From an optimization exercise on the open Yosys and OpenROAD flow, aimed at small area, a short achievable clock period and few clock cycles; shortcuts taken in it are not production practice.
In this exercise RTL edits were held to simulation tests only and were not proved equivalent to the original.
Power is estimated from default activity; no workload was simulated.

==> inputs of run B <==
## cache_engine
module cache_engine (
    input  wire        clk,
    input  wire        rst,
    input  wire        req_valid,
    output wire        req_ready,
    input  wire [31:0] req_word,
    input  wire [15:0] req_addr,
    input  wire [63:0] req_data,     
    output reg         resp_valid,
    output reg         resp_fault,
    output reg  [63:0] resp_data,    
    output wire        mem_req,
    output reg         mem_we,
    output reg  [12:0] mem_addr,
    output reg  [63:0] mem_wdata,
    input  wire        mem_ack,
    input  wire [63:0] mem_rdata,
    output reg         dev_we,
    output reg  [15:0] dev_addr,
    output reg  [7:0]  dev_data,
    output reg         fault_valid,
    output reg  [3:0]  fault_code,
    output reg  [3:0]  fault_cache,
    output reg  [1:0]  fault_level,
    output reg  [15:0] fault_addr
);
clock: 10.0 ns
lec_check: 0
cap_margin: 20
core_margin: 2
core_utilization: 40
setup_slack_margin: 5
slew_margin: 20
run.sh (not shown) runs the stock make flow with config.mk's settings and CLKGATE_MAP_FILE= SYNTH_SCRIPT=/design/flow/synth_recipe.tcl, a recipe that flattens the netlist after the stock synthesis.
==> inputs of run H, as changes to run B <==
--- a/flow/design.v
+++ b/flow/design.v
@@ -247,13 +247,13 @@
     end
     wire [2:0] hr_sel = hk ? kdec : sdec;
     wire [2:0] b_off = b_addr[2:0];
     wire [3:0] b_nm1 = (4'd1 << b_sz) - 4'd1;
     reg        mem_req_q;
     wire       rd_now   = b_valid && b_norm && !b_act && !b_hk && !b_sib;
-    assign     mem_req  = mem_req_q || rd_now;
+    assign     mem_req  = mem_req_q;
     wire       cur_act  = b_act || rd_now;
     wire [1:0] cur_slot = b_act ? b_slot : 2'd0;
     wire [2:0] allowed = !cur_act         ? 3'b111 :
                          cur_slot == 2'd0 ? 3'b110 :
                          cur_slot == 2'd1 ? 3'b100 : 3'b000;
     wire [2:0] cand  = b_en & allowed;
@@ -277,35 +277,47 @@
     wire line_done  = norm_done || (dev_op && dev_last);
     wire b_end_n    = b_fault || wr_done || (dev_op && dev_last) || done_n;
     wire b_end      = b_end_n || (mem_ack && done_a);
     wire b_final    = (line_done && b_last_line) || wr_done;
     wire b_free     = !b_valid || b_end;
     assign fire     = norm_done || wr_done;
-    wire       vic_rd = nany && !cand[0];
-    assign rd_sel = vic_rd ? (cand[1] ? 3'b100 : b_kdec) : b_hr_sel;
-    assign rd_way = {3{vic_rd ? (cand[1] ? b_vway2 : b_vwayk) : b_hr_way}};
+    reg  [2:0] rd_sel_q;
+    reg        rd_way_q;
+    reg        b_src_rb;     
+    reg        b_lbsel;      
+    assign rd_sel = rd_sel_q;
+    assign rd_way = {3{rd_way_q}};
+    wire [2:0] l_cand = a_en & ((a_norm && is_miss) ? 3'b110 : 3'b111);
+    wire       l_vic  = |l_cand && !l_cand[0];
+    wire [2:0] l_sel  = l_vic ? (l_cand[1] ? 3'b100 : kdec) : hr_sel;
+    wire       l_way  = l_vic ? (l_cand[1] ? vway[2] : |(kdec & vway)) : |(hr_sel & hway);
+    wire [2:0] x_cand = b_en & ((nslot == 2'd0) ? 3'b110 : (nslot == 2'd1) ? 3'b100 : 3'b000);
+    wire       x_vic  = |x_cand && !x_cand[0];
+    wire [2:0] x_sel  = x_vic ? (x_cand[1] ? 3'b100 : b_kdec) : b_hr_sel;
+    wire       x_way  = x_vic ? (x_cand[1] ? b_vway2 : b_vwayk) : b_hr_way;
     wire [63:0] rb = ({64{rd_sel[0]}} & rdata[0]) |
                      ({64{rd_sel[1]}} & rdata[1]) |
                      ({64{rd_sel[2]}} & rdata[2]);
     wire [12:0] rline = ({13{rd_sel[0]}} & {rtag0, b_line[1:0]}) |
                         ({13{rd_sel[1]}} & {rtag1, b_line[1:0]}) |
                         ({13{rd_sel[2]}} & {rtag2, b_line[2:0]});
-    wire [63:0] line_src = (b_hk || b_sib) ? rb :
-                           (cur_act && cur_slot == 2'd0) ? mem_rdata : lb;
-    reg [63:0] put_rot, put_mask, get_rot, get_mask;
+    wire [63:0] line_src = b_src_rb ? rb : b_lbsel ? lb : mem_rdata;
+    wire [63:0] rot_in  = (b_op == OP_PUT) ? b_data : line_src;
+    wire [2:0]  rot_amt = (b_op == OP_PUT) ? 3'd0 - b_off : (b_op == OP_GET) ? b_off : 3'd0;
+    reg  [63:0] rot;
+    reg [63:0] put_mask, get_mask;
     integer b;
     always @(*) begin
         for (b = 0; b < 8; b = b + 1) begin
-            put_rot[8*b +: 8] = b_data[8*((b - b_off) & 7) +: 8];
+            rot[8*b +: 8] = rot_in[8*((b + rot_amt) & 7) +: 8];
             put_mask[8*b +: 8] = (({b_second, 3'd0} + b) >= {1'b0, b_off} &&
                                   ({b_second, 3'd0} + b - {1'b0, b_off}) <= b_nm1) ? 8'hFF : 8'h00;
-            get_rot[8*b +: 8] = line_src[8*((b + b_off) & 7) +: 8];
             get_mask[8*b +: 8] = (b <= b_nm1 && ((({1'b0, b_off} + b) >= 8) == b_second)) ? 8'hFF : 8'h00;
         end
     end
-    wire [63:0] merged = (put_rot & put_mask) | (line_src & ~put_mask);
+    wire [63:0] merged = (rot & put_mask) | (line_src & ~put_mask);
     assign c_data = (b_op == OP_WRLINE) ? b_data :
                     (b_op == OP_PUT)    ? merged : line_src;
     wire a_move  = a_valid && b_free;
     wire a_stay  = a_two && !a_second && !a_ill;     
     wire a_take  = !a_valid || (a_move && !a_stay);
     integer q;
@@ -341,25 +353,28 @@
                 b_act     <= 1'b1;
                 b_slot    <= nslot;
                 mem_req_q <= 1'b1;
                 mem_we    <= !(nslot == 2'd0 && !b_sib);
                 mem_addr  <= (nslot == 2'd0) ? b_line : rline;
                 mem_wdata <= rb;
+                rd_sel_q  <= x_sel;
+                rd_way_q  <= x_way;
+                b_lbsel   <= nslot != 2'd0;
             end
             if (cur_act && cur_slot == 2'd0)
                 lb <= mem_rdata;
             if (norm_done) begin
                 b_act     <= 1'b0;
                 mem_req_q <= 1'b0;
                 mem_we    <= 1'b0;
             end
             if (b_valid) begin
                 if (b_op == OP_GET)
-                    resp_data <= (b_second ? resp_data & ~get_mask : 64'd0) | (get_rot & get_mask);
+                    resp_data <= (b_second ? resp_data & ~get_mask : 64'd0) | (rot & get_mask);
                 else if (b_op == OP_RDLINE)
-                    resp_data <= line_src;
+                    resp_data <= rot;
                 else
                     resp_data <= 64'd0;
             end
             if (b_final) begin
                 resp_valid <= 1'b1;
                 resp_fault <= 1'b0;
@@ -415,13 +430,19 @@
                         b_u_st_we   <= u_st_we;
                         b_u_dat_we  <= u_dat_we;
                         b_u_mru_we  <= u_mru_we;
                         for (q = 0; q < 3; q = q + 1)
                             b_u_st[q] <= u_st[q];
                         b_dj        <= a_second ? 3'd0 - a_off : 3'd0;
+                        rd_sel_q    <= l_sel;
+                        rd_way_q    <= l_way;
+                        b_src_rb    <= hk || is_sib;
+                        b_lbsel     <= 1'b0;
                         mem_addr    <= a_line;
+                        mem_req_q   <= a_norm && is_miss;
+                        mem_we      <= 1'b0;
                     end
                 end
                 if (a_move && a_stay) begin
                     a_line   <= a_line + 13'd1;
                     a_second <= 1'b1;
                 end
==> flow/flow/run.sh (new file) <==
#!/bin/bash
# Own layout flow: the standard layout (standard.sh, the standard synthesis
# included) with these changes to how the layout is made:
# - the resizer may change a cell to any cell of the same function, not only
#   to one of the same footprint, and aims for 5.5 ns of setup slack, repairing the worst 30% of the endpoints that miss it;
# - the ports get plain buf_2 buffers instead of clkdlybuf4s50_1.
# make's full output goes to standard_finish.log in this folder.
set -euo pipefail
bash standard.sh \
  MATCH_CELL_FOOTPRINT=0 \
  SETUP_SLACK_MARGIN=5.5 \
  TNS_END_PERCENT=30 \
  "BUFFER_PORTS_ARGS=-buffer_cell sky130_fd_sc_hd__buf_2" \
  finish > standard_finish.log 2>&1
==> flow/standard.sh (new file) <==
#!/bin/bash
# synth_recipe.tcl (not shown) runs the flow's synth.tcl, then flattens the netlist and writes it again
# the make line also repeats each setting of config.mk as NAME=value (left out here)
make -C /OpenROAD-flow-scripts/flow DESIGN_CONFIG=/design/flow/config.mk WORK_HOME=/design/flow/orfs CLKGATE_MAP_FILE= SYNTH_SCRIPT=/design/flow/synth_recipe.tcl "${@:-finish}"
removed: flow/run.sh
==> summary.txt <==
Run status: run B no timing/DRC/antenna violations; run H no timing/DRC/antenna violations
Synth Area per Inst: run B 17.2 um2; run H 18.1 um2
Met2 wire len: run B 224 mm; run H 223 mm
Number of gates on the worst path with buffers counted: run B 11; run H 9
Horizontal extent of the die: run B 579 um; run H 575 um
Number of buffers created by CTS: run B 321; run H 331
Worst-Skew Late Latency: run B 910 ps; run H 950 ps
Design Power: run B 29.9 mW; run H 31.3 mW
Post-place setup slack: run B 3450 ps; run H 3360 ps
Power density over the cells: run B 193 mW/mm2; run H 198 mW/mm2
Final setup skew: run B 85.2 ps; run H 68.0 ps
Non-clk invs: run B 133; run H 122
Standard-cell rows: run B 211; run H 209
Number of enable-type register cells in the synthesized netlist: run B 3,028; run H 3,034
Met1 GRT Util: run B 0.377; run H 0.381
Comb group: run B 3.50 mW; run H 4.27 mW
RePlAce Congestion: run B 0.993; run H 1.00
Bufs w/o clock: run B 740; run H 1,096
Net switching power of the design: run B 7.54 mW; run H 8.00 mW
Detailed placement HPWL: run B 295 mm; run H 275 mm
Fraction of synthesized area in multiplexers: run B 0.151; run H 0.157
Post-CTS setup buffers: run B 42; run H 163
Tmin final: run B 5080 ps; run H 4910 ps
Part of the Yosys area used for sequential elements: run B 0.693; run H 0.704
Area occupied by registers: run B 0.0917 mm2; run H 0.0919 mm2
Share of synthesized cell area in and, or, nand and nor gates: run B 0.0506; run H 0.0411
Met1 layer wirelength in the final routing: run B 185 mm; run H 184 mm
Testbench counts of run B, summed over its fixed seeds: cycles 5,608.
Testbench counts of run H, summed over its fixed seeds: cycles 5,608.

## static timing again, ports no longer ideal
No port has a modelled driver above. Below, the same layouts with a new extraction and two added sets of constraints.
Step 1: set_driving_cell puts a clkbuf_16 on clk and a buf_2 on each other input, an assumption about the parent block.
Step 2, shift: input delay + t, output delay - t, t = (earliest + latest rising clock arrival at the registers) / 2. This alone moves slack from input paths to output paths.
Slacks: ideal ports / drivers / drivers and shift; pairs: ideal ports / drivers.
| run | t, ns | slack for setup (ns) | worst data-port slew with drivers (ns) |
|---|---|---|---|
| run B | 0.979 | 4.924 / 4.924 / 4.300 | 0.12 |
| run H | 1.038 | 5.087 / 5.087 / 4.255 | 0.20 |
After both steps setup and hold are still met in every run listed. The setup slack of run H, which loses most, moves by 0.000 ns with the drivers and by -0.832 ns with both steps.
